This is an optimization exercise on Yosys and OpenROAD, whose aim is small area, not a production implementation.
The RTL was checked by simulation tests, not by an equivalence proof against the original design.

== delta ==
==> flow/design.v (excerpt) <==
module dht22_ctrl #(
    parameter integer CLKS_PER_US     = 3,
    parameter integer START_LOW_US    = 2000,
    parameter integer MIN_INTERVAL_MS = 10,
    parameter integer ACK_TIMEOUT_US  = 200,
    parameter integer CAL_TIMEOUT_US  = 200,
    parameter integer LEAD_SLACK_US   = 30,
    parameter integer SETTLE_US       = 40,
    parameter integer CLASS_THRESH_US = 40,
    parameter integer CAL_MAX_BITS    = 40
) (
    input  wire        clk,
    input  wire        rst,
    input  wire        bus_req,
    input  wire        bus_we,
    input  wire [3:0]  bus_addr,
    input  wire [31:0] bus_wdata,
    output wire        bus_ack,
    output reg  [31:0] bus_rdata,
    input  wire        line_in,
    output reg         line_oe,
    output reg         line_out
);
Size in the first run: ~76 I/O pins, about 13,000 um2 of cells after synthesis.
clock: 10.0 ns
lec_check: 0
cap_margin: 20
core_margin: 2
core_utilization: 65
gpl_timing_driven: 0
slew_margin: 20
standard.sh (not shown) runs the stock make flow with config.mk's settings and CLKGATE_MAP_FILE= SYNTH_SCRIPT=/design/flow/synth_recipe.tcl, a recipe that flattens the netlist after the stock synthesis.
==> flow/flow/run.sh <==
#!/bin/bash
# Layout flow: the standard synthesis, then the combinational logic between
# the registers is re-mapped by ABC for area (registers, their names and cell
# types are kept), then the standard layout from that netlist, with the
# ports buffered by the smallest buffer and a clock tree of small buffers.
# Each tool's output goes to a log file here.
set -euo pipefail
here=$(pwd)
res=$here/orfs/results/$FLOW_PLATFORM/dht22_ctrl/base
lib=$FLOW_HOME/platforms/$FLOW_PLATFORM/lib/sky130_fd_sc_hd__tt_025C_1v80.lib
yosys_bin=$FLOW_HOME/../tools/install/yosys/bin/yosys
[[ -x $yosys_bin ]] || yosys_bin=yosys

# 1. standard synthesis
bash standard.sh synth > synth.log 2>&1

# 2. area re-mapping of the combinational logic
dont_use=""
for c in $(sed -n '/^export DONT_USE_CELLS/,/^$/p' $FLOW_HOME/platforms/$FLOW_PLATFORM/config.mk | tr -d '\\' | tr ' ' '\n' | grep '^sky130'); do
  dont_use="$dont_use -dont_use $c"
done
cp $res/1_2_yosys.v $here/synth_standard.v
cat > reopt.ys <<EOY
read_liberty -ignore_miss_func $lib
read_verilog $here/synth_standard.v
hierarchy -top $FLOW_TOP
setattr -mod -set keep_hierarchy 1 sky130_fd_sc_hd__dfxtp_1 sky130_fd_sc_hd__dfxtp_2 sky130_fd_sc_hd__dfxtp_4 sky130_fd_sc_hd__edfxtp_1 sky130_fd_sc_hd__conb_1
flatten
opt_clean -purge
abc -liberty $lib $dont_use -script $here/flow/area.abc
splitnets
opt_clean -purge
hilomap -singleton -hicell sky130_fd_sc_hd__conb_1 HI -locell sky130_fd_sc_hd__conb_1 LO
select $FLOW_TOP
insbuf -buf sky130_fd_sc_hd__buf_4 A X
write_verilog -noattr -nohex -nodec -selected $here/synth_reopt.v
EOY
$yosys_bin -s reopt.ys > reopt.log 2>&1
cp $here/synth_reopt.v $res/1_2_yosys.v
rm -f $res/1_synth.odb $res/1_synth.sdc

# 3. layout
export BUFFER_PORTS_ARGS="-buffer_cell sky130_fd_sc_hd__buf_1"
export CTS_ARGS="-sink_clustering_enable -repair_clock_nets -dont_use_dummy_load -buf_list sky130_fd_sc_hd__clkbuf_4 -sink_clustering_size 10 -sink_clustering_max_diameter 40"
bash standard.sh > layout.log 2>&1
==> flow/flow/area.abc <==
strash
&get -n
&fraig -x
&put
scorr
dc2
dc2
strash
&get -n
&syn2
&dc2
&dch -f
&nf -R 1000
&put
Here is what was changed in the inputs of quartz compared with delta.
-- flow/flow/run.sh --
<<< delta, line 38
$yosys_bin -s reopt.ys > reopt.log 2>&1
cp $here/synth_reopt.v $res/1_2_yosys.v
rm -f $res/1_synth.odb $res/1_synth.sdc
>>> quartz, line 38
# keep the standard netlist if the re-mapping fails or changes the registers
if $yosys_bin -s reopt.ys > reopt.log 2>&1; then
  n_std=$(grep -cE '^ *sky130_fd_sc_hd__e?dfxtp_[0-9]+ ' synth_standard.v || true)
  n_new=$(grep -cE '^ *sky130_fd_sc_hd__e?dfxtp_[0-9]+ ' synth_reopt.v || true)
  n_all=$(grep -cE '^ *sky130_fd_sc_hd__' synth_reopt.v || true)
  if [[ $n_std -gt 0 && $n_std -eq $n_new && $n_all -gt $((n_new + 100)) ]]; then
    cp $here/synth_reopt.v $res/1_2_yosys.v
    rm -f $res/1_synth.odb $res/1_synth.sdc
  fi
fi
<<< delta, line 44
export CTS_ARGS="-sink_clustering_enable -repair_clock_nets -dont_use_dummy_load -buf_list sky130_fd_sc_hd__clkbuf_4 -sink_clustering_size 10 -sink_clustering_max_diameter 40"
>>> quartz, line 51
export CTS_ARGS="-sink_clustering_enable -repair_clock_nets -dont_use_dummy_load -root_buf sky130_fd_sc_hd__clkbuf_16 -tree_buf sky130_fd_sc_hd__clkbuf_16 -buf_list sky130_fd_sc_hd__clkbuf_4 -sink_clustering_size 11 -sink_clustering_max_diameter 40"
-- flow/flow/area.abc --
<<< delta, line 15
>>> quartz, line 15
strash
&get -n
&dch -f
&nf -R 1000
&put
Notes after the runs:
delta → quartz: via count went down by 0.40%; cell area after placement was more or less identical; initial core utilization was more or less identical; cell area went up by 84 um2; number of instances in the synthesized netlist went down by about 0.5%. quartz vs delta, cell count went down by 6. quartz vs delta — average wire per standard cell rose 1.5%. delta vs quartz, destination of the critical timing path: bus_rdata[22] vs now_ms[30].

static timing again, ports no longer ideal:
No port has a modelled driver above. Below, the same layouts with a new extraction and two added sets of constraints.
Step 1 sets driving cells, clkbuf_16 on the clock port and buf_2 on the other inputs (assumed; they add their load-dependent delay and slew).
Step 2, shift: input delay + t, output delay - t, t = (earliest + latest rising clock arrival at the registers) / 2. This alone moves slack from input paths to output paths.
Slacks: ideal ports / drivers / drivers and shift; pairs: ideal ports / drivers.
run | t (ns) | setup slack, ns | hold slack, ns
delta | 0.696 | 3.102 / 3.071 / 3.071 | 0.329 / 0.329 / 0.329
quartz | 0.529 | 3.180 / 3.180 / 3.180 | 0.329 / 0.329 / 0.329
After both steps every run listed still meets setup and hold. The setup slack of delta, which loses most, moves by -0.031 ns with the drivers and by -0.031 ns with both steps.
